This design comes from an exercise in tuning for small area and a short achievable clock period on the open sky130 flow, not from production work.
In this exercise RTL edits were held to simulation tests only and were not proved equivalent to the original.
Power figures rest on the tool's default switching activity, not on a simulated workload.

[flow/design.v]
module can_crc8 (
    input  wire [55:0] d,     
    output wire [7:0]  crc
);
    localparam [55:0] M0 = 56'hbfcfebb0cba841;
    localparam [55:0] M1 = 56'h7e9fd761975183;
    localparam [55:0] M2 = 56'h43f14473e50b47;
    localparam [55:0] M3 = 56'h86e289e6ca178e;
    localparam [55:0] M4 = 56'h0cc513cd952f1c;
    localparam [55:0] M5 = 56'h188a279a2b5f38;
    localparam [55:0] M6 = 56'h30144f3457be70;
    localparam [55:0] M7 = 56'hdfe775d865d4a0;
    assign crc = {^(d & M7), ^(d & M6), ^(d & M5), ^(d & M4),
                  ^(d & M3), ^(d & M2), ^(d & M1), ^(d & M0)};
endmodule
module can_mutate (
    input  wire        is_pat,       
    input  wire        is_stamp,     
    input  wire        is_inv,       
    input  wire        is_rev,       
    input  wire [63:0] data_in,
    output wire [63:0] data_out
);
    localparam [55:0] PAT     = {8'hFC, 8'hFF, 8'h1F, 8'hFF, 8'hFF, 8'hFF, 8'hFF};
    localparam [7:0]  PAT_CRC = 8'h6B;
    localparam [7:0]  INV_CRC = 8'h0C;       
    wire [55:0] d = data_in[55:0];
    wire [55:0] d_rev;
    genvar i;
    generate
        for (i = 0; i < 7; i = i + 1) begin : g_rev
            assign d_rev[8*i +: 8] = d[8*(6-i) +: 8];
        end
    endgenerate
    wire [7:0] crc_d, crc_rev;
    can_crc8 u_crc_d   (.d(d),     .crc(crc_d));
    can_crc8 u_crc_rev (.d(d_rev), .crc(crc_rev));
    reg [63:0] out;
    always @(*) begin
        out = data_in;
        if (is_pat)   out = {PAT_CRC, PAT};
        if (is_stamp) out = {crc_d, d};
        if (is_inv)   out = {crc_d ^ INV_CRC, ~d};
        if (is_rev)   out = {crc_rev, d_rev};
    end
    assign data_out = out;
endmodule
module can_mutate_class (
    input  wire [28:0] id,
    output wire [4:0]  cls           
);
    localparam [28:0] ID_PAT   = 29'h1DC;
    localparam [28:0] ID_STAMP = 29'h2B0;
    localparam [28:0] ID_INV   = 29'h3A5;
    localparam [28:0] ID_REV   = 29'h0C7;
    localparam [28:0] BL0 = 29'h59E;
    localparam [28:0] BL1 = 29'h13A;
    localparam [28:0] BL2 = 29'h7FF;
    assign cls = {(id == BL0) || (id == BL1) || (id == BL2),
                  id == ID_REV, id == ID_INV, id == ID_STAMP, id == ID_PAT};
endmodule
module can_txq #(
    parameter CAP = 6,
    parameter W   = 97,
    parameter WH  = 33               
) (
    input  wire            clk,
    input  wire            rst,
    input  wire            visit,       
    input  wire            visit_n,     
    input  wire            busy,        
    input  wire            enq_cand,    
    input  wire            enq_en,      
    input  wire            hdr_we,      
    input  wire [WH-1:0]   enq_hdr,     
    input  wire [W-WH-1:0] enq_body,    
    output wire            drop,        
    output reg             send,        
    output wire [W-1:0]    head_frame   
);
    localparam DEPTH = CAP - 1;         
    localparam RING  = DEPTH - 1;       
    localparam WB    = W - WH;
    reg [2:0]      tail, cnt;
    reg [RING-1:0] wp, rp;
    reg            fv;                  
    reg [WH-1:0]   ring_h [0:RING-1];
    reg [WB-1:0]   ring_b [0:RING-1];
    reg [WH-1:0]   front_h;
    reg [WB-1:0]   front_b;
    reg            c0, c1, cf, tf;
    reg            v1;                  
    wire       flush   = visit && !c0 && !busy;
    wire       enq     = enq_cand && enq_en;
    wire       drained = v1 && !busy;
    wire       full_f  = tf && !drained;
    wire       acc     = enq && !full_f;
    wire       load    = !fv && !c0;                  
    wire       ring_we = !cf;                         
    assign drop  = enq_en && (enq_cand && tf) && (!v1 || busy);
    reg [2:0] tail_n, cnt_n;
    always @(*) begin
        tail_n = tail;
        if (drained)  tail_n = acc ? 3'd1 : 3'd0;
        else if (acc) tail_n = tail + 3'd1;
        cnt_n = cnt;
        if (flush && !acc)      cnt_n = cnt - 3'd1;
        else if (acc && !flush) cnt_n = cnt + 3'd1;
    end
    always @(posedge clk) begin
        if (rst) begin
            tail  <= 3'd0;
            cnt   <= 3'd0;
            c0    <= 1'b1;
            c1    <= 1'b0;
            cf    <= 1'b0;
            tf    <= 1'b0;
            v1    <= 1'b0;
            fv    <= 1'b0;
            send  <= 1'b0;
            wp    <= {{(RING-1){1'b0}}, 1'b1};
            rp    <= {{(RING-1){1'b0}}, 1'b1};
        end else begin
            tail  <= tail_n;
            cnt   <= cnt_n;
            c0    <= (cnt_n == 3'd0);
            c1    <= (cnt_n == 3'd1);
            cf    <= (cnt_n == DEPTH);
            tf    <= (tail_n == DEPTH);
            v1    <= visit_n && (cnt_n == 3'd1);
            fv    <= (fv || load) && !flush;
            send  <= flush;
            if (acc)  wp <= {wp[RING-2:0], wp[RING-1]};
            if (load) rp <= {rp[RING-2:0], rp[RING-1]};
        end
    end
    integer k;
    always @(posedge clk) begin
        for (k = 0; k < RING; k = k + 1) begin
            if (wp[k] && ring_we && hdr_we) ring_h[k] <= enq_hdr;
            if (wp[k] && ring_we)           ring_b[k] <= enq_body;
        end
    end
    reg [W-1:0] nf;
    always @(*) begin
        nf = {W{!load}} & {front_h, front_b};
        for (k = 0; k < RING; k = k + 1)
            nf = nf | ({W{rp[k] && load}} & {ring_h[k], ring_b[k]});
    end
    always @(posedge clk) begin
        {front_h, front_b} <= nf;
    end
    assign head_frame = {front_h, front_b};
endmodule
module can_relay (
    input  wire        clk,
    input  wire        rst,           
    input  wire        repeat_en,     
    input  wire        fast_tick,     
    input  wire        rx1_valid,
    input  wire [28:0] rx1_id,
    input  wire [3:0]  rx1_dlc,
    input  wire [63:0] rx1_data,
    output wire        rx1_take,
    input  wire        rx2_valid,
    input  wire [28:0] rx2_id,
    input  wire [3:0]  rx2_dlc,
    input  wire [63:0] rx2_data,
    output wire        rx2_take,
    input  wire        rx3_valid,
    input  wire [28:0] rx3_id,
    input  wire [3:0]  rx3_dlc,
    input  wire [63:0] rx3_data,
    output wire        rx3_take,
    input  wire [7:0]  eflg1,
    input  wire [7:0]  eflg2,
    input  wire [7:0]  eflg3,
    output wire [2:0]  eflg_clr,      
    output wire [2:0]  cause_clr,     
    output reg         fault,         
    input  wire        tx1_busy,
    output wire        tx1_send,
    output wire [28:0] tx1_id,
    output wire [3:0]  tx1_dlc,
    output wire [63:0] tx1_data,
    output wire        drop1,         
    input  wire        tx2_busy,
    output wire        tx2_send,
    output wire [28:0] tx2_id,
    output wire [3:0]  tx2_dlc,
    output wire [63:0] tx2_data,
    output wire        drop2
);
    localparam CAP_L = 6;
    localparam W     = 97;
    reg  [2:0]  proc, fin;
    reg  [2:0]  rr;
    reg  [2:0]  pri;
    reg         idle;         
    reg  [4:0]  ctx_cls;      
    reg  [63:0] ctx_data;
    wire v1 = rx1_valid, v2 = rx2_valid, v3 = rx3_valid;
    assign rx1_take = v1 && idle && (pri[2] || !v3) && (!pri[0] || !v2);
    assign rx2_take = v2 && idle && (pri[0] || !v1) && (!pri[1] || !v3);
    assign rx3_take = v3 && idle && (pri[1] || !v2) && (!pri[2] || !v1);
    wire [2:0] take  = {rx3_take, rx2_take, rx1_take};
    wire       any_v = v1 || v2 || v3;
    always @(posedge clk) begin
        if (rst) begin
            proc <= 3'b000;
            fin  <= 3'b000;
            rr   <= 3'b100;
            pri  <= 3'b100;
            idle <= 1'b1;
        end else begin
            proc <= take;
            fin  <= proc;
            if (idle && any_v) rr <= take;
            pri  <= (|fin || (idle && !any_v)) ? (idle ? pri : rr) : 3'b000;
            idle <= |fin || (idle && !any_v);
        end
    end
    wire [4:0] cls1, cls2;
    can_mutate_class u_cls1 (.id(rx1_id), .cls(cls1));
    can_mutate_class u_cls2 (.id(rx2_id), .cls(cls2));
    wire sel1 = v1 && !(v2 && rr[0]);
    always @(posedge clk) begin
        if (sel1) begin ctx_cls <= cls1; ctx_data <= rx1_data; end
        else    begin ctx_cls <= cls2; ctx_data <= rx2_data; end
    end
    wire [63:0] mut_data;
    can_mutate u_mutate (
        .is_pat(ctx_cls[0]), .is_stamp(ctx_cls[1]), .is_inv(ctx_cls[2]), .is_rev(ctx_cls[3]),
        .data_in(ctx_data), .data_out(mut_data)
    );
    wire blacklisted = ctx_cls[4];
    wire [2:0] ovr     = fin & {|eflg3[7:6], |eflg2[7:6], |eflg1[7:6]};
    wire [2:0] any_err = fin & {|eflg3, |eflg2, |eflg1};
    assign eflg_clr  = ovr;
    assign cause_clr = any_err;
    always @(posedge clk) begin
        if (rst)             fault <= 1'b0;
        else if (|any_err)   fault <= 1'b1;
    end
    reg vis2, vis3;           
    reg fast_pend;
    wire step1 = !vis2 && !vis3 && fast_pend;
    wire step2 = vis2;
    wire step1_n = !step1 && !vis2 && (fast_tick || fast_pend);
    wire step2_n = step1;
    always @(posedge clk) begin
        if (rst) begin
            vis2      <= 1'b0;
            vis3      <= 1'b0;
            fast_pend <= 1'b0;
        end else begin
            fast_pend <= fast_tick || (fast_pend && !step1);
            vis2      <= step1;
            vis3      <= vis2;
        end
    end
    can_txq #(.CAP(CAP_L), .W(W)) u_txq1 (
        .clk(clk), .rst(rst), .visit(step1), .visit_n(step1_n), .busy(tx1_busy),
        .enq_cand(proc[1] && !blacklisted), .enq_en(repeat_en),
        .hdr_we(!proc[1]), .enq_hdr({rx2_id, rx2_dlc}), .enq_body(mut_data),
        .drop(drop1), .send(tx1_send), .head_frame({tx1_id, tx1_dlc, tx1_data})
    );
    can_txq #(.CAP(CAP_L), .W(W)) u_txq2 (
        .clk(clk), .rst(rst), .visit(step2), .visit_n(step2_n), .busy(tx2_busy),
        .enq_cand(proc[0] && !blacklisted), .enq_en(repeat_en),
        .hdr_we(!proc[0]), .enq_hdr({rx1_id, rx1_dlc}), .enq_body(mut_data),
        .drop(drop2), .send(tx2_send), .head_frame({tx2_id, tx2_dlc, tx2_data})
    );
endmodule
[flow/flow/run.sh]
#!/bin/bash
# The standard layout (standard.sh: unchanged synthesis and steps) with two
# changes to how cells are chosen:
#  - the port buffers that buffer_ports inserts are plain buf_1 cells
#    instead of its default choice (the resizer upsizes them where timing
#    needs it);
#  - clock tree synthesis builds larger sink clusters and adds no dummy
#    loads (the tree is still balanced by TritonCTS as usual).
set -euo pipefail
export BUFFER_PORTS_ARGS="-buffer_cell sky130_fd_sc_hd__buf_1"
export CTS_ARGS="-sink_clustering_enable -repair_clock_nets -dont_use_dummy_load -sink_clustering_size 30 -sink_clustering_max_diameter 100"
bash standard.sh > standard_flow.log 2>&1
[flow/standard.sh]
#!/bin/bash
# synth_recipe.tcl (not shown) runs the flow's synth.tcl, then flattens the netlist and writes it again
# the make line also repeats each setting of config.mk as NAME=value (left out here)
make -C /OpenROAD-flow-scripts/flow DESIGN_CONFIG=/design/flow/config.mk WORK_HOME=/design/flow/orfs CLKGATE_MAP_FILE= SYNTH_SCRIPT=/design/flow/synth_recipe.tcl "${@:-finish}"
[flow/config.mk]
export PLATFORM = sky130hd
export DESIGN_NAME = can_relay
export DESIGN_NICKNAME = can_relay
export VERILOG_FILES = /design/flow/design.v
export SDC_FILE = /design/flow/constraint.sdc
export NUM_CORES = 4
export LEC_CHECK = 0
export CAP_MARGIN = 20
export CORE_MARGIN = 2
export CORE_UTILIZATION = 40
export SETUP_SLACK_MARGIN = 2.7
export SLEW_MARGIN = 20
[flow/constraint.sdc]
create_clock -name core_clock -period 5.5 [get_ports {clk}]
set_input_delay 1.1000 -clock core_clock [delete_from_list [all_inputs] [get_ports {clk}]]
set_output_delay 1.1000 -clock core_clock [all_outputs]
set_load 0.01 [all_outputs]
==> run notes <==
- Run status: timing/DRC/antenna clean
- P per Cell Area: 406 nW/um^2
- Inserted Clock Buffers: 44
- Synth Flop Type: edfxtp_1
- Post-Synthesis Net Count: 3291
- Required time reported for the critical path endpoint: 4.40 ns
- Total Nets Final: 3643
- Final number of hold-violating endpoints: 0
- Most used standard cell by instance count after synthesis: edfxtp_1
- Final wirelength: 112 mm
- Initial antenna violation count: 5
- Worst Path Arrival: 1.74 ns
- Maximum number of pins on one net before global-route repair: 109
- Final total power: 0.0185 W
- Series of cell instances along the critical path: buf_1 -> nor4_4 -> a21boi_1 -> buf_2
- Total half-perimeter wirelength after legalization and detailed placement: 69.7 mm
- IO buf count: 434
- Gate Count Post-Synth: 2961
- Overall global routing resource usage: 20.7%
- Tcrit/Tclk final: 51.6%
- Width of the die: 324 um
- Routed wire length per instance: 23.9 um
- Longest Clk Path Bufs: 3
- Master cell of the clock root buffer: clkbuf_16
- Crit start category: input port
- Clock latency at the later pin of the worst-skew pair: 0.64 ns
- Rel. slew slack: 26.0%
- Dominant combinational cell family by area after synthesis: compound AO/OA/AOI/OAI gates
- Count of cell types in the netlist: 66
- Crit-path slowest cell: nor4_4
- DRT iter0 DRCs: 2118
- Xor/xnor share of the synthesized area: 5.88%
- Leading area contributor after synthesis: edfxtp_1
- Proportion of netlist area held by the largest area contributor: 56.8%
- Biggest fanout along the worst timing path: 2
- Async SR Flop Fraction: 0%
- Total number of cells along the worst setup path: 4
- Synth Area in Compound Gates: 9.55%
- Simple-gate area share of the yosys netlist: 9.33%
- Vias in the first global route: 23603
- Delay of the slowest cell on the worst path: 0.26 ns
- Total congestion overflow: 0
- TritonRoute pass-1 iters: 5
- Leading post-synthesis cells by cell area: edfxtp_1 (57%), dfxtp_1 (16%), a22oi_1 (7.1%), nand2_1 (4.7%), nand3_1 (2.4%)
- Class of the most critical setup path: in2out
- Clock tree from TritonCTS: built
- Final TNS setup: 0 ns
- Element type at the critical path end: output port
- Layout Skew: 0.0491 ns
- Leakage dissipation: 15.5 nW
- Max IR drop VDD: 0.207 mV
- Layout area overhead: 10.9%
- # IOs: 532
- Number of maximum-capacitance violations: 0
- Residual DRC: 0
- Die height: 324 um
- Worst Reg-to-Reg Cells: 7
- RSZ-0062 raised after global routing: true
- Filler cell count in the final layout: 9177
- Clock net sink count: 1096
- Cell Rows: 117
- Portion of the post-synthesis area used by sequential elements: 72.4%
- Final setup viols: 0
- Cells on Worst Hold Path: 2
- DR vias: 25159
- First-pass GRT wire length: 160 mm
- Number of antenna-violating nets in the routed design: 0
- Multiplexer share of the synthesized area: 0.488%
- Number of enable flip-flop cells after synthesis: 776
- Clock Pin Slew Worst Setup and Hold Paths: 0.11 ns
- Least-Margin Pin Slew: 1.10 ns
- Cell area after synthesis: 41000 sq um
- Vias per cell: 5.37
- Count of pins over their slew limit: 0
- Synth warnings: 5
- Final weighted congestion in routability-driven placement: 0.858
- Worst hold-check path type: reg2reg
- Tmin final: 2.84 ns
- Starting Density: 40.3%
- Total core area: 102000 sq um
- Family with the most delay on the worst path: buffers and inverters
- Seq cells post-synth: 1096
- Buffers plus inverters on the worst setup path: 2
- Post-synthesis share of cell area spent on full adders, half adders and majority gates: 0.232%
- Max Clk Rate: 352 MHz
- Layout cells sized above 1: 6.46%
- Avg Inst Size Synth: 13.9 sq um
- Maximum level of the CTS H-tree: 2
- Die area: 105000 sq um
- Top cells by count, synth: edfxtp_1 (776), nand2_1 (518), a22oi_1 (390), dfxtp_1 (320), nand3_1 (197)
==> kinds of logic after synthesis <==
| group | count (synthesis) |
|---|---|
| flops | 1096 |
| mux | 20 |
| simple gates | 876 |
| xor+xnor | 194 |
| compound gates | 563 |
| buf+inv | 204 |
| fa+ha+maj | 8 |
==> routing by layer <==
layer  vias up  GRT usage [%]  wire length, um
li1      11609              -                -
met1     12649           28.6            47800
met2       793           34.3            53400
met3       106           3.69             8070
met4         2           4.70             2610
met5         -              0               13
==> worst register-to-register path, cell delays in order, from the launching register on <==
cell       delay (ns)
dfxtp_2          0.49
xor2_2           0.22
xnor3_2          0.50
xnor3_1          0.36
xnor2_1          0.19
a2111oi_2        0.43
a221oi_2         0.06
buf_4            0.21
==> power breakdown <==
group / internal, W / leakage, nW / switching [W]
Sequential: 0.00982 / 9.99 / 0.000625
Combinational: 0.00183 / 4.94 / 0.00239
Clock: 0.00145 / 0.542 / 0.00236
Total: 0.0131 / 15.5 / 0.00537
==> per-stage QoR <==
stage               instance area, sq um  hold WS [ns]  util [%]  setup WS, ns  cells
detailed placement                 44000         0.424      43.3          1.89   4622
finish                             45500         0.417      44.7          2.66   4684
global route                       45500         0.437      44.7          2.61   4681
floorplan                          41000         0.414         -          1.80   2961
CTS                                45300         0.420      44.5          2.67   4673
global placement                   44000         0.420      43.3          1.91   4621
==> timing repair <==
action,4_1_cts,5_1_grt
setup buffers,7,6
hold buffers,0,0
pin swaps,11,11
setup endpoints to repair,90,126
gates resized for setup,49,55
==> state kept, by name, indices dropped and copies added, names as in the netlist, 4 cells and up <==
name,cells
u_txq2.wp,4
u_txq1.ring_h,132
u_txq2.front_b,64
u_txq1.ring_b,256
u_txq2.rp,4
u_txq1.front_h,33
ctx_data,64
ctx_cls,5
u_txq1.wp,4
u_txq2.ring_b,256
u_txq2.ring_h,132
u_txq1.rp,4
u_txq2.front_h,33
u_txq1.front_b,64
==> layout by cell type, fill, tap and decap left out, types with 5 or more instances in the layout <==
| cell type | Yosys | routed |
|---|---|---|
| xor2_1 | 35 | 32 |
| nand3_1 | 197 | 197 |
| mux2i_1 | 20 | 20 |
| buf_2 | 18 | 7 |
| a22oi_1 | 390 | 389 |
| xnor2_1 | 107 | 106 |
| o21ai_0 | 109 | 91 |
| nand2_1 | 518 | 517 |
| dfxtp_2 | 0 | 23 |
| dfxtp_1 | 320 | 293 |
| nor2b_1 | 19 | 10 |
| nor3_1 | 21 | 21 |
| ha_1 | 6 | 6 |
| and2_1 | 17 | 5 |
| edfxtp_1 | 776 | 776 |
| a21oi_1 | 25 | 23 |
| and2_4 | 0 | 8 |
| xnor2_2 | 4 | 5 |
| o21ai_1 | 0 | 18 |
| diode_2 | 0 | 5 |
| nand4_1 | 8 | 8 |
| buf_4 | 3 | 60 |
| clkbuf_16 | 0 | 44 |
| inv_1 | 15 | 13 |
| nor2b_4 | 0 | 9 |
| buf_1 | 12 | 417 |
| nor2_1 | 46 | 46 |
| nor4_1 | 24 | 18 |
| xnor3_1 | 38 | 37 |
==> worst paths after layout <==
path	from	to	slack, ns
max reg2reg	ctx_data[54]	u_txq2.ring_b[1][58]	2.80
max	eflg3[6]	cause_clr[2]	2.66
min	u_txq1.ring_b[0][4]	u_txq1.front_b[4]	0.42
min reg2reg	u_txq1.ring_b[0][4]	u_txq1.front_b[4]	0.42
==> cell type report <==
class	count	area [sq um]	area share, %
timing repair buffer	494	2160	4.74
sequential	1096	29800	65.4
tap	1368	1710	3.76
clock buffer	44	1100	2.42
inverter	16	62.6	0.137
multi-input combinational	1661	10700	23.6
antenna	5	12.5	0.0275

==> afterwards: timing with drivers on the ports <==
No port has a modelled driver above. Below, the same layout with a new extraction and two added sets of constraints.
Step 1 sets driving cells, clkbuf_16 on the clock port and buf_2 on the other inputs (assumed; they add their load-dependent delay and slew).
Step 2 adds t to the input delays and takes it off the output delays; t is the mean of the earliest and latest rising clock arrival at the registers after step 1. Input paths then give back, and output paths get back, about the clock's delay inside the block.
Three values: ideal, step 1, step 2; two values: the first two.
t (ns): 0.687
slack for setup (ns): 2.660 / 2.635 / 2.201
hold WS [ns]: 0.417 / 0.417 / 0.417
worst register clock-pin slew, ns: 0.12 / 0.12
cell pins on the clock port's net: 1
After both steps setup and hold are still met in this run. The setup slack of this run moves by -0.025 ns with the drivers and by -0.459 ns with both steps.
